From an optimization exercise on the open Yosys and OpenROAD flow, aimed at small area; shortcuts taken in it are not production practice.
The RTL was checked by simulation tests, not by an equivalence proof against the original design.
The flow treats the clock pin as an ideal source, which a real chip does not have.
Power figures rest on the tool's default switching activity, not on a simulated workload.

==> design.v <==
module kt8_core (
    input  wire        clk,
    input  wire        rst,           
    input  wire        start,         
    input  wire [15:0] start_addr,    
    input  wire        suspend,       
    output reg         mem_req,
    output reg         mem_we,
    output reg  [15:0] mem_addr,
    output reg  [7:0]  mem_wdata,
    input  wire [7:0]  mem_rdata,
    input  wire        mem_ready,
    output wire        busy,
    output wire        halted,
    output wire        faulted,
    output wire [2:0]  fault_code,
    output wire        retire,
    output wire [15:0] pc,
    output wire [7:0]  a,
    output wire [7:0]  w,
    output wire [7:0]  x,
    output wire [7:0]  y,
    output wire [7:0]  z,
    output wire [7:0]  sp,
    output wire [7:0]  flags
);
    localparam [4:0] S_BND  = 5'b00000,   
                     S_INC  = 5'b00001,   
                     S_SHH  = 5'b00010,   
                     S_IDX  = 5'b00011,   
                     S_PCX  = 5'b00100,   
                     S_ENDP = 5'b00101,   
                     S_PSHT = 5'b00110,   
                     S_EX   = 5'b01000,   
                     S_SPX  = 5'b01001,   
                     S_OPF  = 5'b10000,   
                     S_RD1  = 5'b10001,   
                     S_RD2  = 5'b10010,   
                     S_RDM  = 5'b10011,   
                     S_WR   = 5'b10100,   
                     S_WAIT = 5'b10101,   
                     S_DSP  = 5'b10110,   
                     S_RET  = 5'b10111,   
                     S_IDLE = 5'b11000,
                     S_HALT = 5'b11110;
    localparam [2:0] F_SEGMENT = 3'd1, F_HEADER = 3'd2, F_ILLEGAL = 3'd3,
                     F_STACK   = 3'd4, F_ADDRESS = 3'd5;
    reg [4:0]  state;
    reg [3:0]  cnt;
    reg        cy;         
    reg        ph;         
    reg        ex;         
    reg        boot;       
    reg [15:0] rpc, ar;
    reg [15:0] endr;
    reg        e16;
    reg [7:0]  ra, rw, rx, ry, rz, rsp, t;
    reg [6:0]  op;
    reg        fn, fv, f4, f3, f2, fz, fc;
    wire ended = state[4] & state[3];
    assign busy       = ~ended;
    assign halted     = (state == S_HALT);
    assign faulted    = ended & (state[2:0] != 3'd0) & (state[2:1] != 2'b11);
    assign fault_code = faulted ? state[2:0] : 3'd0;
    assign retire     = (state == S_RET);
    assign pc    = rpc;
    assign a     = ra;
    assign w     = rw;
    assign x     = rx;
    assign y     = ry;
    assign z     = rz;
    assign sp    = rsp;
    assign flags = {fn, fv, 1'b1, f4, f3, f2, fz, fc};
    localparam [4:0] K_NOP = 5'd0,  K_MOV = 5'd1,  K_LD  = 5'd2,  K_ST  = 5'd3,
                     K_JMP = 5'd4,  K_JMPI= 5'd5,  K_JFN = 5'd6,  K_RET = 5'd7,
                     K_BR  = 5'd8,  K_CLC = 5'd9,  K_SEC = 5'd10, K_CLO = 5'd11,
                     K_PHS = 5'd12, K_POS = 5'd13,
                     K_CMP = 5'd16, K_AND = 5'd17, K_ORA = 5'd18, K_XOR = 5'd19,
                     K_ROL = 5'd20, K_ROR = 5'd21, K_BSR = 5'd22, K_BSL = 5'd23,
                     K_ADD = 5'd24, K_SUB = 5'd25, K_INC = 5'd26, K_DEC = 5'd27,
                     K_INR = 5'd28, K_DER = 5'd29, K_ILL = 5'd31;
    localparam [1:0] M_IMP = 2'd0, M_IMM = 2'd1, M_ABS = 2'd2, M_IDX = 2'd3;
    reg [4:0] kind;
    reg [1:0] mode;
    reg [2:0] rix;
    always @(*) begin
        kind = K_ILL;
        mode = M_IMP;
        rix  = 3'd1;
        case (op)
            7'd0:  kind = K_NOP;
            7'd1:  kind = K_MOV;
            7'd2:  begin kind = K_LD;  mode = M_ABS; rix = 3'd1; end
            7'd3:  begin kind = K_LD;  mode = M_IDX; rix = 3'd1; end
            7'd4:  begin kind = K_LD;  mode = M_IMM; rix = 3'd1; end
            7'd5:  begin kind = K_LD;  mode = M_ABS; rix = 3'd2; end
            7'd6:  begin kind = K_LD;  mode = M_IDX; rix = 3'd2; end
            7'd7:  begin kind = K_LD;  mode = M_IMM; rix = 3'd2; end
            7'd8:  begin kind = K_LD;  mode = M_ABS; rix = 3'd3; end
            7'd9:  begin kind = K_LD;  mode = M_IDX; rix = 3'd3; end
            7'd10: begin kind = K_LD;  mode = M_IMM; rix = 3'd3; end
            7'd11: begin kind = K_LD;  mode = M_ABS; rix = 3'd4; end
            7'd12: begin kind = K_LD;  mode = M_IDX; rix = 3'd4; end
            7'd13: begin kind = K_LD;  mode = M_IMM; rix = 3'd4; end
            7'd14: begin kind = K_LD;  mode = M_ABS; rix = 3'd5; end
            7'd15: begin kind = K_LD;  mode = M_IDX; rix = 3'd5; end
            7'd16: begin kind = K_LD;  mode = M_IMM; rix = 3'd5; end
            7'd17: begin kind = K_ST;  mode = M_ABS; rix = 3'd1; end
            7'd18: begin kind = K_ST;  mode = M_IDX; rix = 3'd1; end
            7'd19: begin kind = K_ST;  mode = M_ABS; rix = 3'd2; end
            7'd20: begin kind = K_ST;  mode = M_IDX; rix = 3'd2; end
            7'd21: begin kind = K_ST;  mode = M_ABS; rix = 3'd3; end
            7'd22: begin kind = K_ST;  mode = M_IDX; rix = 3'd3; end
            7'd23: begin kind = K_ST;  mode = M_ABS; rix = 3'd4; end
            7'd24: begin kind = K_ST;  mode = M_IDX; rix = 3'd4; end
            7'd25: begin kind = K_ST;  mode = M_ABS; rix = 3'd5; end
            7'd26: begin kind = K_ST;  mode = M_IDX; rix = 3'd5; end
            7'd27: kind = K_JMP;
            7'd28: kind = K_JMPI;
            7'd29: kind = K_JFN;
            7'd30: kind = K_RET;
            7'd31, 7'd32, 7'd33, 7'd34, 7'd35, 7'd36: begin kind = K_BR; rix = op[2:0]; end
            7'd37: kind = K_CLC;
            7'd38: kind = K_SEC;
            7'd39: kind = K_CLO;
            7'd40: kind = K_PHS;
            7'd41: kind = K_POS;
            7'd42: kind = K_ST;    
            7'd43: kind = K_LD;    
            7'd44: begin kind = K_CMP; mode = M_ABS; rix = 3'd1; end
            7'd45: begin kind = K_CMP; mode = M_IDX; rix = 3'd1; end
            7'd46: begin kind = K_CMP; mode = M_IMM; rix = 3'd1; end
            7'd47: begin kind = K_CMP; mode = M_ABS; rix = 3'd2; end
            7'd48: begin kind = K_CMP; mode = M_IDX; rix = 3'd2; end
            7'd49: begin kind = K_CMP; mode = M_IMM; rix = 3'd2; end
            7'd50: begin kind = K_CMP; mode = M_ABS; rix = 3'd3; end
            7'd51: begin kind = K_CMP; mode = M_IDX; rix = 3'd3; end
            7'd52: begin kind = K_CMP; mode = M_IMM; rix = 3'd3; end
            7'd53: begin kind = K_AND; mode = M_ABS; end
            7'd54: begin kind = K_AND; mode = M_IDX; end
            7'd55: begin kind = K_AND; mode = M_IMM; end
            7'd56: begin kind = K_ORA; mode = M_ABS; end
            7'd57: begin kind = K_ORA; mode = M_IDX; end
            7'd58: begin kind = K_ORA; mode = M_IMM; end
            7'd59: begin kind = K_XOR; mode = M_ABS; end
            7'd60: begin kind = K_XOR; mode = M_IDX; end
            7'd61: begin kind = K_XOR; mode = M_IMM; end
            7'd62: begin kind = K_ROL; mode = M_ABS; end
            7'd63: begin kind = K_ROL; mode = M_IMP; end
            7'd64: begin kind = K_ROR; mode = M_ABS; end
            7'd65: begin kind = K_ROR; mode = M_IMP; end
            7'd66: kind = K_BSR;
            7'd67: kind = K_BSL;
            7'd69: begin kind = K_ADD; mode = M_ABS; end
            7'd70: begin kind = K_ADD; mode = M_IDX; end
            7'd71: begin kind = K_ADD; mode = M_IMM; end
            7'd72: begin kind = K_SUB; mode = M_ABS; end
            7'd73: begin kind = K_SUB; mode = M_IDX; end
            7'd74: begin kind = K_SUB; mode = M_IMM; end
            7'd75: begin kind = K_INC; mode = M_ABS; end
            7'd76: begin kind = K_INC; mode = M_IDX; end
            7'd77: begin kind = K_DEC; mode = M_ABS; end
            7'd78: begin kind = K_DEC; mode = M_IDX; end
            7'd79: begin kind = K_INR; rix = 3'd2; end
            7'd80: begin kind = K_DER; rix = 3'd2; end
            7'd81: begin kind = K_INR; rix = 3'd3; end
            7'd82: begin kind = K_DER; rix = 3'd3; end
            default: kind = K_ILL;
        endcase
    end
    wire is_push = (op == 7'd29) || (op == 7'd40) || (op == 7'd42);    
    wire is_pop  = (op == 7'd30) || (op == 7'd41) || (op == 7'd43);    
    wire is_stk  = is_push || is_pop;
    wire memop   = mode[1];
    wire rmw     = memop && ((kind == K_ROL) || (kind == K_ROR) ||
                             (kind == K_INC) || (kind == K_DEC));
    wire sp_zero = (rsp == 8'h00);
    wire sp_full = (rsp == 8'hFF);
    wire ar_hi1  = &ar[15:1];                  
    wire mov_ok  = (ar[15:11] == 5'd0) && (ar[10:8] != 3'd0) && (ar[10:9] != 2'b11) &&
                   (ar[7:3] == 5'd0)   && (ar[2:0] != 3'd0)  && (ar[2:1] != 2'b11);
    reg br_taken;
    always @(*) begin
        case (rix)
            3'd7:    br_taken = !fc;    
            3'd0:    br_taken =  fc;    
            3'd1:    br_taken = !fz;    
            3'd2:    br_taken =  fz;    
            3'd3:    br_taken = !fn;    
            default: br_taken =  fn;    
        endcase
    end
    wire pass  = ~state[4];
    wire first = (cnt == 4'd0);
    wire last  = (cnt[2:0] == 3'd7) && (cnt[3] || state[3]);
    wire hsel_ar = (cnt[3] == ph);       
    wire hsel_pc = (cnt[3] == ~ph);      
    function [7:0] rf;
        input [2:0] i;
        begin
            case (i)
                3'd1:    rf = ra;
                3'd2:    rf = rw;
                3'd3:    rf = rx;
                3'd4:    rf = ry;
                default: rf = rz;
            endcase
        end
    endfunction
    wire [2:0] src_i = (kind == K_MOV) ? ar[10:8] : rix;
    wire [2:0] dst_i = (kind == K_MOV) ? ar[2:0]  : rix;
    wire [7:0] src_v = rf(src_i);
    wire [7:0] fl_v  = {fn, fv, 1'b1, f4, f3, f2, fz, fc};
    reg  u, bb, cinit;
    reg  res;
    reg  cy_n;
    wire cin  = first ? cinit : cy;
    wire sum  = u ^ bb ^ cin;
    wire cout = (u & bb) | (cin & (u ^ bb));
    reg pc_sh, ar_sh, end_sh, t_sh, sp_sh;
    reg pc_in, ar_in, end_in, t_in, sp_in;
    reg rf_sh_src, rf_sh_dst;    
    reg setnz, zacc;             
    reg last_c, last_v, last_ncmp;
    always @(*) begin
        u = 1'b0; bb = 1'b0; cinit = 1'b0; res = sum; cy_n = cout;
        pc_sh = 1'b0; ar_sh = 1'b0; end_sh = 1'b0; t_sh = 1'b0; sp_sh = 1'b0;
        pc_in = rpc[0]; ar_in = ar[0]; end_in = endr[0]; t_in = t[0]; sp_in = rsp[0];
        rf_sh_src = 1'b0; rf_sh_dst = 1'b0;
        setnz = 1'b0; zacc = 1'b0;
        last_c = 1'b0; last_v = 1'b0; last_ncmp = 1'b0;
        case (state)
            S_BND: begin
                u = rpc[0]; bb = ~endr[0]; cinit = 1'b1;
                pc_sh = 1'b1; end_sh = 1'b1;
                ar_sh = 1'b1; ar_in = rpc[0];
            end
            S_INC: begin
                u = ar[0]; cinit = 1'b1;
                ar_sh = 1'b1; ar_in = sum;
                pc_sh = boot & ~ph; pc_in = ar[0];
            end
            S_SHH: begin
                ar_sh = 1'b1; ar_in = hsel_ar ? t[0] : ar[0];
                t_sh = 1'b1; t_in = (hsel_ar && is_pop) ? 1'b0 : t[0];
            end
            S_IDX: begin
                u = ar[0]; bb = rw[0];
                ar_sh = 1'b1; ar_in = cnt[3] ? 1'b0 : sum;
            end
            S_PCX: begin
                if (kind == K_JMP || kind == K_JFN || kind == K_JMPI || kind == K_RET) begin
                    u = ar[0]; ar_sh = 1'b1;
                end else
                    u = rpc[0];
                if (kind == K_BR && br_taken) begin
                    bb = cnt[3] ? t[7] : t[0];
                    t_sh = ~cnt[3];
                end else
                    bb = (cnt[3:1] == 3'd0);
                pc_sh = 1'b1; pc_in = sum;
            end
            S_ENDP: begin
                u = rpc[0]; bb = ar[0];
                pc_sh = 1'b1; ar_sh = 1'b1;
                end_sh = 1'b1; end_in = sum;
            end
            S_SPX: begin
                u = rsp[0]; bb = ~is_pop; cinit = is_pop;
                sp_sh = 1'b1; sp_in = sum;
            end
            S_PSHT: begin
                pc_sh = 1'b1;
                t_sh = 1'b1; t_in = hsel_pc ? rpc[0] : t[0];
            end
            S_EX: begin
                case (kind)
                    K_LD: begin    
                        res = t[0]; t_sh = 1'b1; t_in = is_pop ? 1'b0 : t[0];
                        rf_sh_dst = 1'b1; setnz = 1'b1; zacc = 1'b1;
                    end
                    K_ST: begin    
                        u = src_v[0]; res = u;
                        rf_sh_src = 1'b1; t_sh = 1'b1; t_in = res;
                    end
                    K_PHS: begin
                        t_sh = 1'b1; t_in = fl_v[cnt[2:0]];
                    end
                    K_POS: begin
                        t_sh = 1'b1; t_in = 1'b0;
                    end
                    K_MOV: begin
                        u = src_v[0]; res = u;
                        rf_sh_src = 1'b1; rf_sh_dst = 1'b1; setnz = 1'b1; zacc = 1'b1;
                    end
                    K_CMP: begin
                        u = src_v[0]; bb = ~t[0]; cinit = 1'b1;
                        rf_sh_src = 1'b1; t_sh = 1'b1; zacc = 1'b1;
                        last_c = 1'b1; last_ncmp = 1'b1;
                    end
                    K_AND, K_ORA, K_XOR: begin
                        u = ra[0]; bb = t[0];
                        res = (kind == K_AND) ? (u & bb) : (kind == K_ORA) ? (u | bb) : (u ^ bb);
                        rf_sh_dst = 1'b1; t_sh = 1'b1; setnz = 1'b1; zacc = 1'b1;
                    end
                    K_ADD, K_SUB: begin
                        u = ra[0]; bb = t[0] ^ (kind == K_SUB); cinit = fc;
                        rf_sh_dst = 1'b1; t_sh = 1'b1; setnz = 1'b1; zacc = 1'b1;
                        last_c = 1'b1; last_v = 1'b1;
                    end
                    K_ROL, K_BSL: begin
                        u = memop ? t[0] : ra[0];
                        cinit = (kind == K_ROL) & fc;
                        res = cin; cy_n = u;
                        if (memop) begin t_sh = 1'b1; t_in = res; end
                        else rf_sh_dst = 1'b1;
                        setnz = 1'b1; zacc = (kind == K_ROL) & ~memop;
                        last_c = 1'b1;
                    end
                    K_ROR, K_BSR: begin
                        u = memop ? t[0] : ra[0];
                        res = last ? ((kind == K_ROR) & fc) : (memop ? t[1] : ra[1]);
                        cy_n = first ? u : cy;
                        if (memop) begin t_sh = 1'b1; t_in = res; end
                        else rf_sh_dst = 1'b1;
                        setnz = 1'b1; zacc = (kind == K_ROR) & ~memop;
                        last_c = 1'b1;
                    end
                    K_INC, K_DEC: begin
                        u = t[0]; bb = (kind == K_DEC); cinit = (kind == K_INC);
                        t_sh = 1'b1; t_in = res; setnz = 1'b1; zacc = 1'b1;
                    end
                    K_INR, K_DER: begin
                        u = src_v[0]; bb = (kind == K_DER); cinit = (kind == K_INR);
                        rf_sh_dst = 1'b1; setnz = 1'b1; zacc = 1'b1;
                    end
                    default: ;
                endcase
            end
            default: ;
        endcase
    end
    wire push_flt = is_push && sp_zero;
    always @(*) begin
        mem_req   = (state == S_OPF) || (state == S_RD1) || (state == S_RD2) ||
                    (state == S_RDM) || (state == S_WR && !push_flt);
        mem_we    = (state == S_WR);
        mem_addr  = (is_stk && (state == S_RDM || state == S_WR)) ? {8'h01, rsp} : ar;
        mem_wdata = t;
    end
    wire xfer = mem_req && mem_ready;
    wire start_take = start && ended;
    wire clr = rst || start_take;
    wire [5:1] rf_en, rf_dst;
    genvar gi;
    generate for (gi = 1; gi <= 5; gi = gi + 1) begin : g_rf
        assign rf_dst[gi] = rf_sh_dst && (dst_i == gi);
        assign rf_en[gi]  = rf_dst[gi] || (rf_sh_src && (src_i == gi)) ||
                            (gi == 2 && state == S_IDX && !cnt[3]);
    end endgenerate
    always @(posedge clk) begin
        if (pc_sh)  rpc  <= {pc_in, rpc[15:1]};
        if (ar_sh)  ar   <= {ar_in, ar[15:1]};
        if (end_sh) endr <= {end_in, endr[15:1]};
        if (t_sh)   t    <= {t_in, t[7:1]};
        if (sp_sh)  rsp  <= {sp_in, rsp[7:1]};
        if (rf_en[1]) ra <= {rf_dst[1] ? res : ra[0], ra[7:1]};
        if (rf_en[2]) rw <= {rf_dst[2] ? res : rw[0], rw[7:1]};
        if (rf_en[3]) rx <= {rf_dst[3] ? res : rx[0], rx[7:1]};
        if (rf_en[4]) ry <= {rf_dst[4] ? res : ry[0], ry[7:1]};
        if (rf_en[5]) rz <= {rf_dst[5] ? res : rz[0], rz[7:1]};
        if (pass) cy <= cy_n;
        cnt <= (pass && !last) ? cnt + 4'd1 : 4'd0;
        if (setnz) fn <= res;
        if (zacc)  fz <= (first ? 1'b1 : fz) & ~res;
        if (last && last_c)    fc <= cy_n;
        if (last && last_v)    fv <= cin ^ cout;
        if (last && last_ncmp) fn <= ~cout;
        if (state == S_EX && kind == K_POS && first)
            {fn, fv, f4, f3, f2, fz, fc} <= {t[7:6], t[4:0]};
        case (state)
            S_WAIT: begin
                if (boot || !suspend) begin
                    if (boot && ar[15:14] == 2'b00) state <= 5'b11000 | F_SEGMENT;
                    else if (ar_hi1)                state <= 5'b11000 | F_ADDRESS;
                    else                            state <= S_OPF;
                end
            end
            S_BND: if (last) state <= (cout && !e16) ? S_HALT : S_WAIT;
            S_OPF: if (xfer) begin
                op <= mem_rdata[6:0];
                ph <= 1'b0;
                ex <= 1'b0;
                if (boot ? (mem_rdata != 8'h7F) : mem_rdata[7])
                    state <= 5'b11000 | (boot ? F_HEADER : F_ILLEGAL);
                else
                    state <= S_INC;
            end
            S_INC: if (last) state <= ph ? S_RD2 : S_RD1;
            S_RD1: if (xfer) begin t <= mem_rdata; ph <= 1'b1; state <= S_INC; end
            S_RD2: if (xfer) begin ar[7:0] <= mem_rdata; state <= S_SHH; end
            S_SHH: if (last) state <= (ex && is_pop) ? S_WR :
                                      (mode == M_IDX && !boot) ? S_IDX : S_DSP;
            S_IDX: if (last) state <= S_DSP;
            S_DSP: begin
                ph <= 1'b0;
                ex <= 1'b1;
                if (boot) state <= S_PCX;
                else if (kind == K_ILL || (kind == K_MOV && !mov_ok))
                    state <= 5'b11000 | F_ILLEGAL;
                else if (is_pop)
                    state <= sp_full ? (5'b11000 | F_STACK) : S_SPX;
                else case (kind)
                    K_JMPI: begin
                        if (ex) state <= S_PCX;
                        else if (ar_hi1 && ar[0]) state <= 5'b11000 | F_ADDRESS;
                        else state <= S_RD1;
                    end
                    K_NOP, K_JMP, K_BR: state <= S_PCX;
                    K_CLC: begin fc <= 1'b0; state <= S_PCX; end
                    K_SEC: begin fc <= 1'b1; state <= S_PCX; end
                    K_CLO: begin fv <= 1'b0; state <= S_PCX; end
                    K_JFN: state <= S_PSHT;
                    default: state <= (memop && kind != K_ST) ? S_RDM : S_EX;
                endcase
            end
            S_RDM: if (xfer) begin
                t <= mem_rdata;
                state <= (kind == K_RET) ? S_SHH : S_EX;
            end
            S_EX: if (last) state <= (kind == K_ST || rmw || is_stk) ? S_WR : S_PCX;
            S_WR: begin
                if (push_flt) state <= 5'b11000 | F_STACK;
                else if (xfer) begin
                    if (is_push) state <= S_SPX;
                    else if (kind == K_RET && !ph) begin
                        ph <= 1'b1;
                        state <= sp_full ? (5'b11000 | F_STACK) : S_SPX;
                    end else state <= S_PCX;
                end
            end
            S_SPX: if (last) begin
                if (is_pop) state <= S_RDM;
                else if (kind == K_JFN && !ph) begin ph <= 1'b1; state <= S_PSHT; end
                else state <= S_PCX;
            end
            S_PSHT: if (last) state <= S_WR;
            S_PCX: if (last) begin
                if (boot) begin e16 <= cout; state <= S_ENDP; end
                else state <= S_RET;
            end
            S_ENDP: if (last) begin e16 <= e16 | cout; boot <= 1'b0; state <= S_BND; end
            S_RET: state <= S_BND;
            default: begin    
                if (start) begin
                    ar   <= start_addr;
                    boot <= 1'b1;
                    state <= S_WAIT;
                end
            end
        endcase
        if (clr) begin
            rpc <= 16'h0000;
            ra <= 8'h00; rw <= 8'h00; rx <= 8'h00; ry <= 8'h00; rz <= 8'h00;
            rsp <= 8'hFF;
            {fn, fv, f4, f3, f2, fz, fc} <= 7'b0000100;
        end
        if (rst) state <= S_IDLE;
    end
endmodule
==> flow/run.sh <==
#!/bin/bash
# The standard layout (standard.sh), changed in three ways:
#  - synthesis maps the logic with a deeper area-oriented ABC script
#    (flow/abc_deep.script); everything else in synth_recipe.tcl is unchanged,
#    so the registers are the standard synthesis's;
#  - ports are buffered with the smallest buffer (buf_1);
#  - the clock tree uses clkbuf_16 buffers and no dummy loads.
# Each tool's output is in orfs/logs; make's output is in standard.log.
set -euo pipefail
HERE=$PWD
{
  echo "proc abc {args} {"
  echo "  set i [lsearch \$args -script]"
  echo "  set args [lreplace \$args [expr {\$i+1}] [expr {\$i+1}] $HERE/flow/abc_deep.script]"
  echo "  yosys abc {*}\$args"
  echo "}"
  cat synth_recipe.tcl
} > my_synth.tcl
sed "s#SYNTH_SCRIPT=[^ ]*#SYNTH_SCRIPT=$HERE/my_synth.tcl#" standard.sh > my_standard.sh
export BUFFER_PORTS_ARGS="-buffer_cell sky130_fd_sc_hd__buf_1"
export CTS_ARGS="-sink_clustering_enable -repair_clock_nets -dont_use_dummy_load -buf_list sky130_fd_sc_hd__clkbuf_16 -sink_clustering_size 50"
bash my_standard.sh > standard.log 2>&1
==> flow/abc_deep.script <==
strash
&get -n
&deepsyn -T 60
&put
dch -f
amap
topo
dnsize
==> standard.sh <==
#!/bin/bash
# synth_recipe.tcl (not shown) runs the flow's synth.tcl, then flattens the netlist and writes it again
# the make line also repeats each setting of config.mk as NAME=value (left out here)
make -C /OpenROAD-flow-scripts/flow DESIGN_CONFIG=/design/flow/config.mk WORK_HOME=/design/flow/orfs CLKGATE_MAP_FILE= SYNTH_SCRIPT=/design/flow/synth_recipe.tcl "${@:-finish}"
==> config.mk <==
export PLATFORM = sky130hd
export DESIGN_NAME = kt8_core
export DESIGN_NICKNAME = kt8_core
export VERILOG_FILES = /design/flow/design.v
export SDC_FILE = /design/flow/constraint.sdc
export NUM_CORES = 4
export LEC_CHECK = 0
export ABC_AREA = 1
export CAP_MARGIN = 20
export CORE_MARGIN = 2
export CORE_UTILIZATION = 40
export SLEW_MARGIN = 20
==> constraint.sdc <==
create_clock -name core_clock -period 10.0 [get_ports {clk}]
set_input_delay 2.0000 -clock core_clock [delete_from_list [all_inputs] [get_ports {clk}]]
set_output_delay 2.0000 -clock core_clock [all_outputs]
set_load 0.01 [all_outputs]
==> out/qor.txt, run 1 <==
EDFF count, synth - 28
Worst path max stage delay - 630 ps
1st-iter DRT viols - 745
CP arrival - 7590 ps
met2 wire len - 10.99 mm
area growth from synthesis to layout - 17.44%
power per cell area - 235.6 nW/um2
post_cts resized - 0
I/O Pins - 134
CTS tree - yes
dpl cell area - 7601 um2
Max-Cap Viols - 0
Yosys cell types - 45
Die Area - 18,160 um2
number of synthesized register bits - 132
initial antenna violation count - 0
dpl hpwl - 20.49 mm
worst hold stages - 0
Top Layer Used - met4
clock root cell - clkbuf_16
CP Capture Type - flop
Post-Syn Area - 6839 um2
Max Fclk - 136.6 MHz
die width - 134.8 um
Worst Path Max Fanout - 5
Die Y - 134.8 um
routed length per instance - 21.23 um
RSZ-0062 raised after global routing - false
Rel. slew slack - 0.3964
filler cell count - 1,728
# diodes - 0
Slew @ Worst Pin - 903.2 ps
Layout Nets - 1,053
Post-DRT Antenna Nets - 0
share of the core filled with cells - 0.4826
CTS clock-pin slew for the worst setup and hold paths - 50 ps
dominant synthesized flop cell - dfxtp_1
Bufs and invs on worst path - 6
row count - 47
grt total ovfl - 0
post-CTS setup buffers - 0
Syn Inst Count - 869
share of layout cells above drive strength 1 - 0.02461
vias in the first global route - 6,982
Worst Skew - 21.69 ps
first drt pass iteration count - 5
most frequent cell on the critical path - clkinv_1
outcome - complete, no violations
Avg Inst Size Synth - 7.870 um2
WL met3 - 2.657 mm
cell family with most CP delay - compound AO/OA/AOI/OAI gates
routability cong. - 1.051
final std cells w/o fill - 1,236
first-pass GRT wire length - 39.90 mm
Leak Pwr - 2.547 nW
Initial Util - 0.4109
largest net degree at the start of global routing - 28
peak supply drop - 0.1448 mV
Setup CP Type - reg -> reg
I/O Buffers - 132
slowest CP cell - fa_1
R2R cell count - 27
post-placement setup slack - 3079 ps
Seq/Total Area, Yosys - 0.4274
Clock Latency Late Sink - 420 ps
final worst path period share - 0.7321
Via density - 5.964
Setup TNS Final - 0 ps
total track usage - 0.2894
DRC viols - 0
cts hold-fix bufs - 0
Bufs on Longest Clock Path - 2
setup violators final - 0
worst hold slack - 410.7 ps
count of pins over their slew limit - 0
dpl cells - 1,219
CTS Buf Count - 17
core area - 16,640 um2
cell depth of the worst setup path - 27
WL met1 - 11.20 mm
routed vias - 7,371
CTS sink cnt - 132
H-tree depth - 4
asr flop ratio synth - 0
Startpoint Class - flop
Ys Warns - 1
post-route setup slack - 2679 ps
total power - 1.892 mW
wirelength, routed - 26.25 mm
Syn Nets - 904
Hold WC Path Type - reg -> reg
final instance area - 8031 um2
worst endpoint required time - 10,270 ps
Hold Vio Cnt, Final - 0
Period minus WS final - 7321 ps
## cells in the final DEF (no fill, tap or decap), drive strengths merged, types with 21 or more instances in the layout
cell,Yosys,routed
clkinv,159,159
o21ai,47,47
nand2,59,59
o22ai,64,64
nand3,21,21
nor3,37,37
dfxtp,104,104
edfxtp,28,28
buf,8,138
nor2,139,139
## registers in the layout (all words and copies together), names as in the netlist, 4 cells and up
| register | flops |
|---|---|
| rpc | 16 |
| ra | 8 |
| endr | 16 |
| rx | 8 |
| ar | 16 |
| t | 8 |
| rz | 8 |
| op | 7 |
| rw | 8 |
| cnt | 4 |
| rsp | 8 |
| ry | 8 |
| state | 5 |
## area by class of cell
type                            instances  area [um2]  share of cell area
Sequential cell                       132        2923              0.3639
Inverter                              159       596.8             0.07431
Timing Repair Buffer                  138       540.5             0.06730
Multi-Input combinational cell        570        3271              0.4072
Clock buffer                           17       425.4             0.05297
Tap cell                              220       275.3             0.03427
## worst paths after layout
path,slack (ps),endpoint,startpoint
worst max register to register,2680,fz$_SDFFE_PP0P_,op[5]$_DFFE_PP_
worst min register to register,410,endr[1]$_DFFE_PP_,endr[2]$_DFFE_PP_
worst max-delay path,2680,fz$_SDFFE_PP0P_,op[5]$_DFFE_PP_
worst min-delay path,410,endr[1]$_DFFE_PP_,endr[2]$_DFFE_PP_
## report_power, final
group / switching, mW / internal (mW) / leakage [nW]
combinational: 0.478 / 0.197 / 1.24
sequential: 0.0913 / 0.623 / 1.10
clock: 0.209 / 0.294 / 0.209
total: 0.778 / 1.11 / 2.55
## synth_stat cells (all sizes together) (2+ instances only)
master	n	share of area
clkinv	159	0.087
nor2	139	0.076
dfxtp	104	0.30
o22ai	64	0.059
nand2	59	0.032
o21ai	47	0.034
nor3	37	0.027
edfxtp	28	0.12
nand3	21	0.015
a21oi	20	0.015
a211oi	16	0.018
o221ai	16	0.020
a32o	14	0.020
nand4	11	0.010
or2	11	0.010
o22a	10	0.013
a22oi	9	0.0099
nor4	9	0.0082
o32ai	9	0.012
a31oi	8	0.0073
buf	8	0.0088
or3	8	0.0073
a2111oi	6	0.0077
a222oi	6	0.0088
o21a	6	0.0066
a221oi	5	0.0064
ha	5	0.0091
nor2b	5	0.0046
o2111ai	4	0.0051
o32a	4	0.0059
o211ai	3	0.0033
nand4b	2	0.0026
o311a	2	0.0029
o311ai	2	0.0026
o31ai	2	0.0022
## per-layer routing
layer / GRT usage / up-vias
met5: 0 / -
met4: 0.1544 / 0
met3: 0.07170 / 83
met2: 0.4154 / 442
met1: 0.4001 / 3356
li1: - / 3490
## kinds of logic (layout without fill, tap and decap cells)
logic type,count (synthesis),in the layout,share of synthesized area
fa+ha+maj,6,6,0.01207
flops,132,132,0.4274
compound gates,260,260,0.2689
other cells,1,1,0.0005483
simple gates,303,303,0.1950
buf+inv,167,314,0.09605
## worst register-to-register path: cells and delay by family (launching register included)
kind | cells | cell delay [ps]
AO/OA/AOI/OAI | 15 | 3930
buffers and inverters | 6 | 1140
AND/OR/NAND/NOR | 5 | 1050
adder cells (fa/ha/maj) | 1 | 630
flip-flops | 1 | 430
==> run 2: changes to the inputs <==
--- a/design.v
+++ b/design.v
@@ -57,5 +57,5 @@
     reg [7:0]  ra, rw, rx, ry, rz, rsp, t;
     reg [6:0]  op;
-    reg        fn, fv, f4, f3, f2, fz, fc;
+    reg  [7:0] rfl;
     wire ended = state[4] & state[3];
     assign busy       = ~ended;
@@ -71,5 +71,5 @@
     assign z     = rz;
     assign sp    = rsp;
-    assign flags = {fn, fv, 1'b1, f4, f3, f2, fz, fc};
+    assign flags = rfl;
     localparam [4:0] K_NOP = 5'd0,  K_MOV = 5'd1,  K_LD  = 5'd2,  K_ST  = 5'd3,
                      K_JMP = 5'd4,  K_JMPI= 5'd5,  K_JFN = 5'd6,  K_RET = 5'd7,
@@ -183,10 +183,10 @@
     always @(*) begin
         case (rix)
-            3'd7:    br_taken = !fc;    
-            3'd0:    br_taken =  fc;    
-            3'd1:    br_taken = !fz;    
-            3'd2:    br_taken =  fz;    
-            3'd3:    br_taken = !fn;    
-            default: br_taken =  fn;    
+            3'd7:    br_taken = !rfl[0];    
+            3'd0:    br_taken =  rfl[0];    
+            3'd1:    br_taken = !rfl[1];    
+            3'd2:    br_taken =  rfl[1];    
+            3'd3:    br_taken = !rfl[7];    
+            default: br_taken =  rfl[7];    
         endcase
     end
@@ -211,5 +211,5 @@
     wire [2:0] dst_i = (kind == K_MOV) ? ar[2:0]  : rix;
     wire [7:0] src_v = rf(src_i);
-    wire [7:0] fl_v  = {fn, fv, 1'b1, f4, f3, f2, fz, fc};
+    wire [7:0] fl_v  = rfl;
     reg  u, bb, cinit;
     reg  res;
@@ -305,5 +305,5 @@
                     end
                     K_ADD, K_SUB: begin
-                        u = ra[0]; bb = t[0] ^ (kind == K_SUB); cinit = fc;
+                        u = ra[0]; bb = t[0] ^ (kind == K_SUB); cinit = rfl[0];
                         rf_sh_dst = 1'b1; t_sh = 1'b1; setnz = 1'b1; zacc = 1'b1;
                         last_c = 1'b1; last_v = 1'b1;
@@ -311,5 +311,5 @@
                     K_ROL, K_BSL: begin
                         u = memop ? t[0] : ra[0];
-                        cinit = (kind == K_ROL) & fc;
+                        cinit = (kind == K_ROL) & rfl[0];
                         res = cin; cy_n = u;
                         if (memop) begin t_sh = 1'b1; t_in = res; end
@@ -320,5 +320,5 @@
                     K_ROR, K_BSR: begin
                         u = memop ? t[0] : ra[0];
-                        res = last ? ((kind == K_ROR) & fc) : (memop ? t[1] : ra[1]);
+                        res = last ? ((kind == K_ROR) & rfl[0]) : (memop ? t[1] : ra[1]);
                         cy_n = first ? u : cy;
                         if (memop) begin t_sh = 1'b1; t_in = res; end
@@ -372,11 +372,11 @@
         if (pass) cy <= cy_n;
         cnt <= (pass && !last) ? cnt + 4'd1 : 4'd0;
-        if (setnz) fn <= res;
-        if (zacc)  fz <= (first ? 1'b1 : fz) & ~res;
-        if (last && last_c)    fc <= cy_n;
-        if (last && last_v)    fv <= cin ^ cout;
-        if (last && last_ncmp) fn <= ~cout;
+        if (setnz) rfl[7] <= res;
+        if (zacc)  rfl[1] <= (first ? 1'b1 : rfl[1]) & ~res;
+        if (last && last_c)    rfl[0] <= cy_n;
+        if (last && last_v)    rfl[6] <= cin ^ cout;
+        if (last && last_ncmp) rfl[7] <= ~cout;
         if (state == S_EX && kind == K_POS && first)
-            {fn, fv, f4, f3, f2, fz, fc} <= {t[7:6], t[4:0]};
+            rfl <= t | 8'h20;
         case (state)
             S_WAIT: begin
@@ -418,7 +418,7 @@
                     end
                     K_NOP, K_JMP, K_BR: state <= S_PCX;
-                    K_CLC: begin fc <= 1'b0; state <= S_PCX; end
-                    K_SEC: begin fc <= 1'b1; state <= S_PCX; end
-                    K_CLO: begin fv <= 1'b0; state <= S_PCX; end
+                    K_CLC: begin rfl[0] <= 1'b0; state <= S_PCX; end
+                    K_SEC: begin rfl[0] <= 1'b1; state <= S_PCX; end
+                    K_CLO: begin rfl[6] <= 1'b0; state <= S_PCX; end
                     K_JFN: state <= S_PSHT;
                     default: state <= (memop && kind != K_ST) ? S_RDM : S_EX;
@@ -464,5 +464,5 @@
             ra <= 8'h00; rw <= 8'h00; rx <= 8'h00; ry <= 8'h00; rz <= 8'h00;
             rsp <= 8'hFF;
-            {fn, fv, f4, f3, f2, fz, fc} <= 7'b0000100;
+            rfl <= 8'h24;
         end
         if (rst) state <= S_IDLE;
--- a/flow/run.sh
+++ b/flow/run.sh
@@ -5,5 +5,5 @@
 #    so the registers are the standard synthesis's;
 #  - ports are buffered with the smallest buffer (buf_1);
-#  - the clock tree uses clkbuf_16 buffers and no dummy loads.
+#  - the clock tree uses clkbuf_8 buffers and no dummy loads.
 # Each tool's output is in orfs/logs; make's output is in standard.log.
 set -euo pipefail
@@ -19,4 +19,4 @@
 sed "s#SYNTH_SCRIPT=[^ ]*#SYNTH_SCRIPT=$HERE/my_synth.tcl#" standard.sh > my_standard.sh
 export BUFFER_PORTS_ARGS="-buffer_cell sky130_fd_sc_hd__buf_1"
-export CTS_ARGS="-sink_clustering_enable -repair_clock_nets -dont_use_dummy_load -buf_list sky130_fd_sc_hd__clkbuf_16 -sink_clustering_size 50"
+export CTS_ARGS="-sink_clustering_enable -repair_clock_nets -dont_use_dummy_load -buf_list sky130_fd_sc_hd__clkbuf_8 -sink_clustering_size 20"
 bash my_standard.sh > standard.log 2>&1
==> run 2 against run 1 <==
  * Still clean on timing, DRC and antenna
  * Clock power is 34% lower
  * Critical path depth stayed put
  * Die area is 0.64% lower
  * First-iteration DRC count is 22% higher
  * Worst hold slack worse by 0.70 ps
  * Clock-buffer cell count stayed put
  * Cell count hardly changed
  * Sequential share of layout area is 0.80 points higher
  * Sequential cell count stayed put
  * Global-route usage is 0.42 points lower
  * Worst setup slack better by 330 ps
  * Critical endpoint is now t[7]$_DFF_P_
==> out/qor.txt, run 2 <==
CTS Buf Count - 17 (unchanged)
FF-to-FF setup slack - 3010 ps (was 2680 ps)
first-pass GRT wire length - 39.49 mm (was 39.90 mm)
CTS sink cnt - 132 (unchanged)
Worst Skew - 29.07 ps (was 21.69 ps)
DRC viols - 0 (unchanged)
Via density - 6.020 (was 5.964)
Period minus WS final - 6994 ps (was 7321 ps)
Syn Nets - 895 (was 904)
Max-Cap Viols - 0 (unchanged)
slowest CP cell - fa_1 (unchanged)
register area - 2923 um2 (unchanged)
Setup CP Type - reg -> reg (unchanged)
clock share of power - 0.182 (was 0.265)
post_cts resized - 0 (unchanged)
Yosys cell types - 46 (was 45)
FF-to-FF Start - op[3]$_DFFE_PP_ (was op[5]$_DFFE_PP_)
CP Capture Type - flop (unchanged)
I/O Buffers - 132 (unchanged)
leading area contributor after synthesis - dfxtp_1 (unchanged)
clock root cell - clkbuf_8 (was clkbuf_16)
R2R cell count - 27 (unchanged)
core area - 16,580 um2 (was 16,640 um2)
peak supply drop - 0.1106 mV (was 0.1448 mV)
reg-to-reg endpoint - t[7]$_DFF_P_ (was fz$_SDFFE_PP0P_)
routed vias - 7,435 (was 7,371)
vias in the first global route - 6,950 (was 6,982)
Setup crit end - t[7]$_DFF_P_ (was fz$_SDFFE_PP0P_)
CTS clock-pin slew for the worst setup and hold paths - 80 ps (was 50 ps)
EDFF count, synth - 28 (unchanged)
Avg Inst Size Synth - 7.900 um2 (was 7.870 um2)
setup violators final - 0 (unchanged)
most frequent cell on the critical path - clkinv_1 (unchanged)
area occupied by multi-input gates - 3301 um2 (was 3271 um2)
count leader, synth - clkinv_1 (unchanged)
switching power - 0.8182 mW (was 0.7784 mW)
# diodes - 0 (unchanged)
Comb power frac - 0.417 (was 0.357)
Bufs on Longest Clock Path - 2 (unchanged)
Die Y - 134.3 um (was 134.8 um)
cts hold-fix bufs - 0 (unchanged)
H-tree depth - 4 (unchanged)
final worst path period share - 0.6994 (was 0.7321)
grt total ovfl - 0 (unchanged)
Synth top area share - 0.3064 (was 0.3044)
filler cell count - 1,733 (was 1,728)
biggest regs - ar x16, endr x16, rpc x16 (unchanged)
Leak Pwr - 2.483 nW (was 2.547 nW)
Syn Inst Count - 860 (was 869)
synth top area cells - dfxtp_1 31%, edfxtp_1 12%, clkinv_1 8.5%, nor2_1 7.9%, o22ai_1 4.2% (was dfxtp_1 30%, edfxtp_1 12%, clkinv_1 8.7%, nor2_1 7.6%, o22ai_1 5.9%)
P_int - 0.9875 mW (was 1.114 mW)
post-CTS setup buffers - 0 (unchanged)
RSZ-0062 raised after global routing - false (unchanged)
Ys Warns - 1 (unchanged)
Layout Nets - 1,052 (was 1,053)
Worst path max stage delay - 620 ps (was 630 ps)
first drt pass iteration count - 6 (was 5)
routed length per instance - 20.86 um (was 21.23 um)
share of the core filled with cells - 0.4739 (was 0.4826)
Worst Path Max Fanout - 13 (was 5)
1st-iter DRT viols - 907 (was 745)
Initial Util - 0.4097 (was 0.4109)
dominant synthesized flop cell - dfxtp_1 (unchanged)
Clock Latency Late Sink - 450 ps (was 420 ps)
initial antenna violation count - 0 (unchanged)
worst endpoint required time - 10,300 ps (was 10,270 ps)
CP arrival - 7300 ps (was 7590 ps)
dpl hpwl - 20.06 mm (was 20.49 mm)
Rel. slew slack - 0.3195 (was 0.3964)
wirelength, routed - 25.76 mm (was 26.25 mm)
Hold WC Path Type - reg -> reg (unchanged)
Synth top cells by count - 154 x clkinv_1, 143 x nor2_1, 104 x dfxtp_1 (was 159 x clkinv_1, 139 x nor2_1, 104 x dfxtp_1)
largest net degree at the start of global routing - 44 (was 28)
commonest cells after routing, fill and taps aside - 154 x clkinv_1, 143 x nor2_1, 132 x buf_1, 104 x dfxtp_1, 60 x nand2_1 (was 159 x clkinv_1, 139 x nor2_1, 132 x buf_1, 104 x dfxtp_1, 64 x o22ai_1)
share of layout cells above drive strength 1 - 0.02463 (was 0.02461)
Startpoint Class - flop (unchanged)
I/O Pins - 134 (unchanged)
outcome - complete, no violations (unchanged)
Seq/Total Area, Yosys - 0.4302 (was 0.4274)
Post-DRT Antenna Nets - 0 (unchanged)
Hold Vio Cnt, Final - 0 (unchanged)
row count - 47 (unchanged)
area growth from synthesis to layout - 15.67% (was 17.44%)
Seq pwr share - 0.401 (was 0.378)
asr flop ratio synth - 0 (unchanged)
Max Fclk - 143.0 MHz (was 136.6 MHz)
Worst Setup SP - op[3]$_DFFE_PP_ (was op[5]$_DFFE_PP_)
power per cell area - 229.8 nW/um2 (was 235.6 nW/um2)
die width - 134.3 um (was 134.8 um)
commonest non-fill, non-tap cell in the layout - clkinv_1 (unchanged)
Setup TNS Final - 0 ps (unchanged)
Post-Syn Area - 6794 um2 (was 6839 um2)
Die Area - 18,040 um2 (was 18,160 um2)
sw frac - 0.4531 (was 0.4113)
Slew @ Worst Pin - 1016 ps (was 903.2 ps)
total track usage - 0.2853 (was 0.2894)
CTS tree - yes (unchanged)
number of synthesized register bits - 132 (unchanged)
routability cong. - 1.032 (was 1.051)
count of pins over their slew limit - 0 (unchanged)
==> run 2: cell count changes after synthesis, sizes merged, moves of 4 or more <==
cell / previous run / this run
o22ai: 64 / 46
a32o: 14 / 27
a222oi: 6 / 17
a21oi: 20 / 30
o21ai: 47 / 57
buf: 8 / 1
a22oi: 9 / 3
o221ai: 16 / 10
clkinv: 159 / 154
or2: 11 / 6
a311oi: 0 / 4
nor2: 139 / 143
==> run 2: logic make-up after synthesis <==
family,after synthesis,synth area share
adders and majority gates,6,0.01215
DFF,132,0.4302
and+or+nand+nor,295,0.1869
other,1,0.0005520
AOI/OAI and AO/OA,271,0.2840
buffers and inverters,155,0.08619
==> run 2: power by group through the flow <==
stage / Sequential, mW / Clock (mW) / Combinational [mW]
floorplan: 0.698 / 0 / 0.475
global placement: 0.734 / 0 / 0.749
detailed placement: 0.731 / 0 / 0.735
CTS: 0.720 / 0.340 / 0.738
global route: 0.732 / 0.362 / 0.816
finish: 0.724 / 0.329 / 0.753
==> run 2: worst max-delay path, delay by kind of cell, from the launching register on <==
kind / cells / cell delay, ps
AO/OA/AOI/OAI: 13 / 2820
buffers and inverters: 6 / 1420
AND/OR/NAND/NOR: 7 / 1390
adder cells (fa/ha/maj): 1 / 620
flip-flops: 1 / 600
==> run 2: through the flow <==
stage                     instance area (um2)  hold slack (ps)  setup WS (ps)  cells  power [mW]
after global routing                     7859            416.9           2369   1235       1.910
after detailed placement                 7625            406.8           3209   1218       1.466
after floorplan                          6794            400.3           4709    860       1.172
after global placement                   7625            402.7           3390   1218       1.482
after CTS                                7859            411.4           3153   1235       1.798
final                                    7859            410.0           3006   1235       1.806
==> run 2: area by class of cell <==
type                       instances  area share
timing repair buffer             139     0.06973
sequential                       132      0.3719
tap                              220     0.03503
multi-input combinational        573      0.4200
clock buffer                      17     0.02977
inverter                         154     0.07356
==> run 2: worst min path at each step <==
stage	depth (start not counted)	startpoint	endpoint
final	0	endr[13]$_DFFE_PP_	endr[12]$_DFFE_PP_
after global routing	0	endr[13]$_DFFE_PP_	endr[12]$_DFFE_PP_
after CTS	0	endr[13]$_DFFE_PP_	endr[12]$_DFFE_PP_
after detailed placement	0	endr[15]$_DFFE_PP_	endr[14]$_DFFE_PP_
after global placement	0	endr[8]$_DFFE_PP_	endr[7]$_DFFE_PP_
after floorplan	0	endr[1]$_DFFE_PP_	endr[0]$_DFFE_PP_
==> run 2: layer usage <==
layer	share of wire	up-vias	GRT usage
li1	-	3491	-
met1	0.44	3533	0.3861
met2	0.46	351	0.4410
met3	0.065	60	0.05858
met4	0.036	0	0.1251
met5	0	-	0
==> run 3: changes to the inputs <==
==> flow/run.sh (replaced) <==
#!/bin/bash
set -euo pipefail
HERE=$PWD
{
  echo "proc abc {args} {"
  echo "  set i [lsearch \$args -script]"
  echo "  set args [lreplace \$args [expr {\$i+1}] [expr {\$i+1}] $HERE/flow/abc_deep.script]"
  echo "  yosys abc {*}\$args"
  echo "}"
  cat synth_recipe.tcl
} > my_synth.tcl
sed "s#SYNTH_SCRIPT=[^ ]*#SYNTH_SCRIPT=$HERE/my_synth.tcl#" standard.sh > my_standard.sh
export BUFFER_PORTS_ARGS="-buffer_cell sky130_fd_sc_hd__buf_1"
export CTS_ARGS="-sink_clustering_enable -repair_clock_nets -dont_use_dummy_load -buf_list sky130_fd_sc_hd__clkbuf_4"
export POST_CTS_TCL="$HERE/flow/post_cts.tcl"
bash my_standard.sh > standard.log 2>&1
==> flow/post_cts.tcl (new file) <==
proc clkbuf_sink_slew {inst} {
  set net [get_nets -of_objects [get_pins [get_full_name $inst]/X]]
  set ws 0
  foreach p [get_pins -of_objects $net] {
    set s [get_property $p slew_max]
    if {$s > $ws} { set ws $s }
  }
  return $ws
}
proc clkbuf4s {} {
  set l {}
  foreach inst [get_cells *] {
    if {[get_property $inst ref_name] eq "sky130_fd_sc_hd__clkbuf_4"} { lappend l $inst }
  }
  return $l
}
estimate_parasitics -placement
set up 0
foreach inst [clkbuf4s] {
  set drives_buf 0
  set net [get_nets -of_objects [get_pins [get_full_name $inst]/X]]
  foreach p [get_pins -of_objects $net] {
    if {[string match *clkbuf* [get_property [get_cells -of_objects $p] ref_name]] && [get_property $p direction] eq "input"} { set drives_buf 1 }
  }
  if {$drives_buf} { replace_cell $inst sky130_fd_sc_hd__clkbuf_8; incr up }
}
estimate_parasitics -placement
foreach inst [clkbuf4s] {
  if {[clkbuf_sink_slew $inst] > 0.110} { replace_cell $inst sky130_fd_sc_hd__clkbuf_8; incr up }
}
puts "post_cts: upsized $up clock buffers"
detailed_placement
check_placement
estimate_parasitics -placement
set ws 0
foreach p [get_pins -hierarchical */CLK] { set s [get_property $p slew_max]; if {$s > $ws} {set ws $s} }
puts "post_cts: worst flip-flop clock slew $ws"
==> run 3 against run 2 <==
  * Still clean
  * Synthesized area is 0.17% lower
  * Clock power down 19%
  * Worst setup slack got worse by 440 ps
==> out/qor.txt, run 3 <==
CP Capture Type - flop (unchanged)
grt total ovfl - 0 (unchanged)
asr flop ratio synth - 0 (unchanged)
outcome - complete, no violations (unchanged)
count leader, synth - clkinv_1 (unchanged)
share of the core filled with cells - 0.4682 (was 0.4739)
worst hold slack - 421.9 ps (was 410.0 ps)
routed length per instance - 19.81 um (was 20.86 um)
initial antenna violation count - 0 (unchanged)
Via density - 5.863 (was 6.020)
CTS sink cnt - 132 (unchanged)
final worst path period share - 0.7430 (was 0.6994)
# diodes - 0 (unchanged)
Layout Nets - 1,053 (was 1,052)
synth top area cells - dfxtp_1 31%, edfxtp_1 12%, clkinv_1 8.8%, nor2_1 7.4%, o22ai_1 5.1% (was dfxtp_1 31%, edfxtp_1 12%, clkinv_1 8.5%, nor2_1 7.9%, o22ai_1 4.2%)
Setup CP Type - reg -> reg (unchanged)
Synth top cells by count - 159 x clkinv_1, 133 x nor2_1, 104 x dfxtp_1 (was 154 x clkinv_1, 143 x nor2_1, 104 x dfxtp_1)
vias in the first global route - 6,715 (was 6,950)
total power - 1.639 mW (was 1.806 mW)
row count - 47 (unchanged)
Syn Inst Count - 862 (was 860)
Post-Syn Area - 6783 um2 (was 6794 um2)
setup violators final - 0 (unchanged)
CTS clock-pin slew for the worst setup and hold paths - 100 ps (was 80 ps)
die width - 134.2 um (was 134.3 um)
FF-to-FF setup slack - 2570 ps (was 3010 ps)
Rel. slew slack - 0.3318 (was 0.3195)
peak supply drop - 0.1355 mV (was 0.1106 mV)
commonest cells after routing, fill and taps aside - 159 x clkinv_1, 133 x nor2_1, 132 x buf_1, 104 x dfxtp_1, 59 x nand2_1 (was 154 x clkinv_1, 143 x nor2_1, 132 x buf_1, 104 x dfxtp_1, 60 x nand2_1)
total track usage - 0.2727 (was 0.2853)
Die Area - 18,020 um2 (was 18,040 um2)
biggest regs - ar x16, endr x16, rpc x16 (unchanged)
Worst Path Max Fanout - 7 (was 13)
Max-Cap Viols - 0 (unchanged)
Yosys cell types - 45 (was 46)
Avg Inst Size Synth - 7.869 um2 (was 7.900 um2)
I/O Buffers - 132 (unchanged)
Synth top area share - 0.3070 (was 0.3064)
worst endpoint required time - 10,300 ps (about the same)
routability cong. - 0.9846 (was 1.032)
commonest non-fill, non-tap cell in the layout - clkinv_1 (unchanged)
CTS tree - yes (unchanged)
Hold Vio Cnt, Final - 0 (unchanged)
RSZ-0062 raised after global routing - false (unchanged)
first drt pass iteration count - 5 (was 6)
Slew @ Worst Pin - 991.8 ps (was 1016 ps)
Period minus WS final - 7430 ps (was 6994 ps)
CP arrival - 7730 ps (was 7300 ps)
power per cell area - 211.2 nW/um2 (was 229.8 nW/um2)
first-pass GRT wire length - 37.90 mm (was 39.49 mm)
share of layout cells above drive strength 1 - 0.02461 (was 0.02463)
Syn Nets - 897 (was 895)
DRC viols - 0 (unchanged)
EDFF count, synth - 28 (unchanged)
Initial Util - 0.4090 (was 0.4097)
area growth from synthesis to layout - 14.46% (was 15.67%)
Die Y - 134.2 um (was 134.3 um)
1st-iter DRT viols - 749 (was 907)
Hold WC Path Type - reg -> reg (unchanged)
leading area contributor after synthesis - dfxtp_1 (unchanged)
routed vias - 7,247 (was 7,435)
Post-DRT Antenna Nets - 0 (unchanged)
Max Fclk - 134.6 MHz (was 143.0 MHz)
Leak Pwr - 2.426 nW (was 2.483 nW)
dpl hpwl - 19.31 mm (was 20.06 mm)
core area - 16,580 um2 (unchanged)
I/O Pins - 134 (unchanged)
Clock Latency Late Sink - 420 ps (was 450 ps)
largest net degree at the start of global routing - 35 (was 44)
wirelength, routed - 24.49 mm (was 25.76 mm)
count of pins over their slew limit - 0 (unchanged)
Setup TNS Final - 0 ps (unchanged)
Startpoint Class - flop (unchanged)
dominant synthesized flop cell - dfxtp_1 (unchanged)
number of synthesized register bits - 132 (unchanged)
Ys Warns - 1 (unchanged)
Seq/Total Area, Yosys - 0.4309 (was 0.4302)
Worst Skew - 29.17 ps (was 29.07 ps)
-- run 3: routing by layer --
layer,up-vias,part of all wire,global-route usage
li1,3486,-,-
met1,3354,0.44,0.3680
met2,346,0.44,0.4181
met3,61,0.080,0.05820
met4,0,0.042,0.1257
met5,-,0,0
-- run 3: critical path, cell delays in order, from the launching register on --
cell	delay, ps
edfxtp_1	500
nor2_1	450
clkinv_1	210
nor2_1	170
clkinv_1	200
nor3_1	510
clkinv_1	290
nand2_1	210
or3_1	350
nor2_1	150
nand3_1	150
o21bai_1	130
nor3_1	410
o21ai_0	370
clkinv_1	170
a22oi_1	90
a222oi_1	510
nor2_1	130
clkinv_1	60
a31oi_1	90
a2111oi_0	500
fa_1	550
clkinv_1	130
nor2_1	50
o21ai_0	520
o221ai_1	240
o211a_1	150
-- run 3: worst paths after layout --
check,from,to,cells past startpoint
worst max-delay path,op[6]$_DFFE_PP_,rfl[1]$_SDFFE_PP0P_,26
worst min-delay path,endr[12]$_DFFE_PP_,endr[11]$_DFFE_PP_,0
worst max register to register,op[6]$_DFFE_PP_,rfl[1]$_SDFFE_PP0P_,26
worst min register to register,endr[12]$_DFFE_PP_,endr[11]$_DFFE_PP_,0
-- run 3: cell families (layout without fill, tap and decap cells) --
logic type / after synthesis / after routing / share of synthesized area
and+or+nand+nor: 283 / 283 / 0.1811
AOI/OAI and AO/OA: 280 / 280 / 0.2861
buffers and inverters: 160 / 314 / 0.08910
DFF: 132 / 132 / 0.4309
adders and majority gates: 6 / 6 / 0.01217
other: 1 / 1 / 0.0005529
-- run 3: layout make-up --
type                    instances  area (um2)
fillers                      1764        8820
clock buffers                  17       152.6
well taps                     220       275.3
repair buffers                138       540.5
flip-flops and latches        132        2923
inverters                     159       596.8
multi-input cells             570        3276
-- run 3: report_power, final --
part	internal, mW	switching (mW)	total, mW
sequential	0.618	0.0885	0.706
clock	0.0961	0.170	0.266
combinational	0.196	0.471	0.667
total	0.910	0.730	1.64
-- run 3: through the flow --
step                area [um2]  setup WS (ps)  cells
finish                    7764           2570   1236
global route              7764           1965   1236
detailed placement        7611           2915   1219
global placement          7611           2897   1219
floorplan                 6783           4586    862
==> run 4: changes to the inputs <==
--- a/config.mk
+++ b/config.mk
@@ -7,6 +7,7 @@
 export LEC_CHECK = 0
 export ABC_AREA = 1
-export CAP_MARGIN = 20
+export CAP_MARGIN = 0
 export CORE_MARGIN = 2
 export CORE_UTILIZATION = 40
-export SLEW_MARGIN = 20
+export GPL_TIMING_DRIVEN = 0
+export SLEW_MARGIN = 0
==> run 4 against run 3 <==
  * Combinational power rose by 12%
  * Clock-buffer cell count did not move
  * Via count rose by 0.46%
  * Die area rose by 0.16%
  * Critical path depth rose by 1
  * First-iteration DRC count rose by 20%
  * Cell count fell by 0.32%
  * Maximum frequency fell by 6.0%
  * Sequential power rose by 2%
  * Worst setup slack got worse by 470 ps
  * Highest routed layer unchanged
==> out/qor.txt, run 4 <==
outcome - complete, no violations (unchanged)
post-synthesis mux area share - 0 (unchanged)
Via density - 5.909 (was 5.863)
leading area contributor after synthesis - dfxtp_1 (unchanged)
dpl cell area - 7621 um2 (was 7611 um2)
Initial Util - 0.4097 (was 0.4090)
Comb power frac - 0.430 (was 0.407)
Worst Skew - 25.55 ps (was 29.17 ps)
clock share of power - 0.155 (was 0.162)
row count - 47 (unchanged)
biggest regs - ar x16, endr x16, rpc x16 (unchanged)
Period minus WS final - 7900 ps (was 7430 ps)
Yosys cell types - 46 (was 45)
peak supply drop - 0.1153 mV (was 0.1355 mV)
Layout Nets - 1,049 (was 1,053)
dpl hpwl - 19.09 mm (was 19.31 mm)
Die Y - 134.3 um (was 134.2 um)
GR peak layer - met2 (unchanged)
first drt pass iteration count - 6 (was 5)
vias in the first global route - 6,954 (was 6,715)
first-pass GRT wire length - 38.67 mm (was 37.90 mm)
R2R cell count - 27 (was 26)
Ys Warns - 1 (unchanged)
# diodes - 0 (unchanged)
Post-Syn Area - 6794 um2 (was 6783 um2)
number of synthesized register bits - 132 (unchanged)
worst hold stages - 0 (unchanged)
FF-to-FF setup slack - 2100 ps (was 2570 ps)
routed length per instance - 19.79 um (was 19.81 um)
CTS sink cnt - 132 (unchanged)
Max-Cap Viols - 0 (unchanged)
total track usage - 0.2756 (was 0.2727)
synth top area cells - dfxtp_1 31%, edfxtp_1 12%, clkinv_1 8.5%, nor2_1 7.9%, o22ai_1 4.2% (was dfxtp_1 31%, edfxtp_1 12%, clkinv_1 8.8%, nor2_1 7.4%, o22ai_1 5.1%)
Max Fclk - 126.6 MHz (was 134.6 MHz)
P_int - 0.9387 mW (was 0.9098 mW)
CP arrival - 8160 ps (was 7730 ps)
core area - 16,580 um2 (unchanged)
RSZ-0062 raised after global routing - false (unchanged)
die width - 134.3 um (was 134.2 um)
Startpoint Class - flop (unchanged)
Seq pwr share - 0.414 (was 0.431)
EDFF count, synth - 28 (unchanged)
Post-DRT Antenna Nets - 0 (unchanged)
commonest cells after routing, fill and taps aside - 154 x clkinv_1, 143 x nor2_1, 132 x buf_1, 104 x dfxtp_1, 60 x nand2_1 (was 159 x clkinv_1, 133 x nor2_1, 132 x buf_1, 104 x dfxtp_1, 59 x nand2_1)
Die Area - 18,040 um2 (was 18,020 um2)
share of layout cells above drive strength 1 - 0.02273 (was 0.02461)
Clock Latency Late Sink - 430 ps (was 420 ps)
commonest non-fill, non-tap cell in the layout - clkinv_1 (unchanged)
setup violators final - 0 (unchanged)
adder-cell share of the synthesized area - 0.01215 (was 0.01217)
met1 usage - 0.3808 (was 0.3680)
power per cell area - 223.2 nW/um2 (was 211.2 nW/um2)
main combinational cell family by area after synthesis - compound AO/OA/AOI/OAI gates (unchanged)
routability cong. - 1.017 (was 0.9846)
Rel. slew slack - 0.3394 (was 0.3318)
grt total ovfl - 0 (unchanged)
share of the core filled with cells - 0.4691 (was 0.4682)
asr flop ratio synth - 0 (unchanged)
count leader, synth - clkinv_1 (unchanged)
worst hold slack - 424.9 ps (was 421.9 ps)
switching power - 0.7980 mW (was 0.7296 mW)
CP Capture Type - flop (unchanged)
CTS tree - yes (unchanged)
Leak Pwr - 2.444 nW (was 2.426 nW)
post-synthesis compound-gate area fraction - 0.2840 (was 0.2861)
Synth top cells by count - 154 x clkinv_1, 143 x nor2_1, 104 x dfxtp_1 (was 159 x clkinv_1, 133 x nor2_1, 104 x dfxtp_1)
Setup TNS Final - 0 ps (unchanged)
final worst path period share - 0.7900 (was 0.7430)
Avg Inst Size Synth - 7.900 um2 (was 7.869 um2)
count of pins over their slew limit - 0 (unchanged)
XOR/XNOR share of the synthesized area - 0 (unchanged)
area growth from synthesis to layout - 14.51% (was 14.46%)
met2 usage in global routing - 0.4328 (was 0.4181)
I/O Buffers - 132 (unchanged)
Setup CP Type - reg -> reg (unchanged)
wirelength, routed - 24.38 mm (was 24.49 mm)
Hold WC Path Type - reg -> reg (unchanged)
CTS clock-pin slew for the worst setup and hold paths - 80 ps (was 100 ps)
1st-iter DRT viols - 899 (was 749)
I/O Pins - 134 (unchanged)
dpl cells - 1,215 (was 1,219)
met3 usage - 0.05140 (was 0.05820)
Syn Nets - 895 (was 897)
final instance area - 7780 um2 (was 7764 um2)
largest net degree at the start of global routing - 37 (was 35)
Synth top area share - 0.3064 (was 0.3070)
final std cells w/o fill - 1,232 (was 1,236)
Syn Inst Count - 860 (was 862)
Worst Path Max Fanout - 13 (was 7)
initial antenna violation count - 0 (unchanged)
dominant synthesized flop cell - dfxtp_1 (unchanged)
Hold Vio Cnt, Final - 0 (unchanged)
worst endpoint required time - 10,260 ps (was 10,300 ps)
Synth Area in Simple Gates - 0.1869 (was 0.1811)
routed vias - 7,280 (was 7,247)
DRC viols - 0 (unchanged)
sw frac - 0.4595 (was 0.4450)
Seq/Total Area, Yosys - 0.4302 (was 0.4309)
Slew @ Worst Pin - 980.6 ps (was 991.8 ps)
[run 4: cell count changes after synthesis, moves of 9 or more]
cell      change
a22oi_1      -13
a222oi_1     +12
nor2_1       +10
a32o_1        +9
o221ai_1      -9
o22ai_1       -9
[run 4: kinds of logic (layout without fill, tap and decap cells)]
logic type,Yosys count,count (layout)
AO/OA/AOI/OAI,271,271
adder cells (fa/ha/maj),6,6
buffers and inverters,155,307
flip-flops,132,132
other,1,1
AND/OR/NAND/NOR,295,295
[run 4: final cells by class]
class                           instances  area (um2)
Fill cell                            1749        8803
Multi-Input combinational cell        573        3306
Sequential cell                       132        2923
Inverter                              154       578.1
Timing Repair Buffer                  135       531.8
Tap cell                              220       275.3
Clock buffer                           17       158.9
Buffer                                  1       7.507
[run 4: stage by stage]
step / total power [mW] / setup slack (ps)
finish: 1.737 / 2100
global route: 1.855 / 1418
detailed placement: 1.463 / 2320
global placement: 1.459 / 2233
floorplan: 1.172 / 4709
[run 4: metal layers]
layer / vias up / part of all wire
li1: 3487 / -
met1: 3436 / 0.45
met2: 304 / 0.46
met3: 53 / 0.064
met4: 0 / 0.026
met5: - / 0
[run 4: final timing paths]
check,from,endpoint
worst min-delay path,endr[1]$_DFFE_PP_,endr[0]$_DFFE_PP_
worst min register to register,endr[1]$_DFFE_PP_,endr[0]$_DFFE_PP_
worst max register to register,op[3]$_DFFE_PP_,t[7]$_DFF_P_
worst max-delay path,op[3]$_DFFE_PP_,t[7]$_DFF_P_
[run 4: worst max-delay path, cell delays in order (launching register included)]
cell and delay (ps):
edfxtp_1 670, clkinv_1 460, nor2_1 250, clkinv_1 110
nor2_1 550, clkinv_1 320, o221ai_1 410, nor3_1 190
o21ai_0 250, clkinv_1 210, nand3_1 180, o221ai_1 170
nand2_1 110, o221ai_1 240, o21ai_0 310, clkinv_1 250
nor2_1 190, o21ai_0 100, o22ai_1 290, nand2_1 100
o2111ai_1 100, a221oi_1 130, fa_1 630, clkinv_1 310
a32oi_1 280, o2111ai_1 160, a222oi_1 620, o21ai_0 160
[run 4: power groups by stage]
stage | clock network (mW) | logic (mW) | registers (mW)
final | 0.270 | 0.747 | 0.720
after global routing | 0.302 | 0.822 | 0.731
after detailed placement | 0 | 0.734 | 0.729
after global placement | 0 | 0.731 | 0.728
after floorplan | 0 | 0.475 | 0.698
==> run 5: changes to the inputs <==
==> flow/abc_deep.script (replaced) <==
strash
&get -n
&deepsyn -T 120
&put
dch -f
amap -F 10 -A 30
topo
dnsize
--- a/config.mk
+++ b/config.mk
@@ -7,7 +7,7 @@
 export LEC_CHECK = 0
 export ABC_AREA = 1
-export CAP_MARGIN = 0
+export CAP_MARGIN = 20
 export CORE_MARGIN = 2
 export CORE_UTILIZATION = 40
 export GPL_TIMING_DRIVEN = 0
-export SLEW_MARGIN = 0
+export SLEW_MARGIN = 20
==> run 5 against run 4 <==
  * Combinational power down 3%
  * Sequential power grew 3%
  * Clock power increased by 4%
  * Synthesized cell count decreased by 4.0%
  * Maximum frequency decreased by 3.7%
  * Non-clock buffer count rose by 1
  * Cell count decreased by 2.7%
  * First-iteration DRC count fell by 2.9%
  * Worst hold slack worse by 29 ps
  * Worst setup slack got worse by 310 ps
  * Routed wire length decreased by 1.2%
  * Die area down 1.2%
==> out/qor.txt, run 5 <==
Max-Cap Viols - 0 (unchanged)
count leader, synth - clkinv_1 (unchanged)
# diodes - 0 (unchanged)
final instance area - 7741 um2 (was 7780 um2)
outcome - complete, no violations (unchanged)
CTS tree - yes (unchanged)
I/O Buffers - 132 (unchanged)
area growth from synthesis to layout - 15.34% (was 14.51%)
die width - 133.5 um (was 134.3 um)
dpl hpwl - 18.43 mm (was 19.09 mm)
CTS sink cnt - 132 (unchanged)
Seq/Total Area, Yosys - 0.4355 (was 0.4302)
Clock Latency Late Sink - 440 ps (was 430 ps)
worst endpoint required time - 10,330 ps (was 10,260 ps)
share of the core filled with cells - 0.4701 (was 0.4691)
dominant synthesized flop cell - dfxtp_1 (unchanged)
DRC viols - 0 (unchanged)
Setup TNS Final - 0 ps (unchanged)
leading area contributor after synthesis - dfxtp_1 (unchanged)
Worst Skew - 35.62 ps (was 25.55 ps)
Initial Util - 0.4076 (was 0.4097)
setup violators final - 0 (unchanged)
worst hold slack - 396.0 ps (was 424.9 ps)
worst hold stages - 0 (unchanged)
routed length per instance - 20.10 um (was 19.79 um)
EDFF count, synth - 28 (unchanged)
R2R cell count - 28 (was 27)
FF-to-FF Start - op[0]$_DFFE_PP_ (was op[3]$_DFFE_PP_)
largest net degree at the start of global routing - 29 (was 37)
core area - 16,470 um2 (was 16,580 um2)
WHS Endpoint - endr[2]$_DFFE_PP_ (was endr[0]$_DFFE_PP_)
CTS clock-pin slew for the worst setup and hold paths - 100 ps (was 80 ps)
CP arrival - 8530 ps (was 8160 ps)
Synth top area share - 0.3102 (was 0.3064)
==> run 5: cell types whose count changed in the layout (fill, tap and decap cells not counted), moves of 3 or more <==
| cell | before | now |
|---|---|---|
| nor2_1 | 143 | 104 |
| o22ai_1 | 46 | 65 |
| a211oi_1 | 14 | 2 |
| nor3_1 | 34 | 23 |
| nand3_1 | 21 | 14 |
| nand2_1 | 60 | 54 |
| nor4_1 | 6 | 12 |
| a31oi_1 | 10 | 15 |
| a32o_1 | 27 | 22 |
| a22oi_1 | 3 | 6 |
| a311oi_1 | 4 | 1 |
| buf_4 | 1 | 4 |
| nor4_2 | 0 | 3 |
| o311a_1 | 0 | 3 |
==> run 5: kinds of logic after synthesis <==
family / synth area share
buffers and inverters: 0.08669
other: 0.0005587
flip-flops: 0.4355
AO/OA/AOI/OAI: 0.3011
AND/OR/NAND/NOR: 0.1639
adder cells (fa/ha/maj): 0.01230
==> run 5: area by class of cell <==
type	count	area (um2)
Buffer	1	7.507
Clock buffer	17	165.2
Fill cell	1739	8725
Inverter	153	574.3
Multi-Input combinational cell	540	3251
Sequential cell	132	2923
Tap cell	220	275.3
Timing Repair Buffer	136	545.5
==> run 5: worst max-delay path by stage <==
stage	from	to	slack (ps)
5_1_grt	op[0]$_DFFE_PP_	t[7]$_DFF_P_	1450
2_1_floorplan	op[2]$_DFFE_PP_	state[3]$_SDFFE_PP1P_	4680
3_5_place_dp	op[0]$_DFFE_PP_	t[7]$_DFF_P_	2220
6_report	op[0]$_DFFE_PP_	t[7]$_DFF_P_	1790
3_3_place_gp	op[0]$_DFFE_PP_	t[7]$_DFF_P_	2070
==> run 5: stage by stage <==
step | power, mW | cells
3_5_place_dp | 1.453 | 1182
3_3_place_gp | 1.456 | 1178
5_1_grt | 1.847 | 1199
2_1_floorplan | 1.167 | 826
6_report | 1.746 | 1199
==> run 5: metal layers <==
| metal | routed length (um) | track usage | part of all wire | vias up |
|---|---|---|---|---|
| met2 | 10450 | 0.4170 | 0.43 | 416 |
| li1 | - | - | - | 3411 |
| met1 | 10450 | 0.3545 | 0.43 | 3388 |
| met4 | 907 | 0.1241 | 0.038 | 0 |
| met5 | 0 | 0 | 0 | - |
| met3 | 2287 | 0.07192 | 0.095 | 70 |
==> run 5: worst max-delay path: cells and delay by family, from the launching register on <==
| family | cells | cell delay, ps |
|---|---|---|
| DFF | 1 | 610 |
| and+or+nand+nor | 10 | 2420 |
| adders and majority gates | 1 | 610 |
| AOI/OAI and AO/OA | 14 | 3750 |
| buffers and inverters | 3 | 730 |
==> run 5: power by group <==
part           leakage [nW]  switching [mW]  internal [mW]  total, mW
Sequential             1.10           0.119          0.620      0.738
Combinational          1.20           0.508          0.220      0.728
Clock                0.0937           0.175          0.104      0.280
Total                  2.39           0.801          0.945       1.75

Check on run 5: ideal ports give 1.795 ns setup slack; a clkbuf_16 on the clock port and buf_2 on the inputs give 1.795 ns; moving port delays by the midpoint clock arrival (0.461 ns) as well gives 1.795 ns.
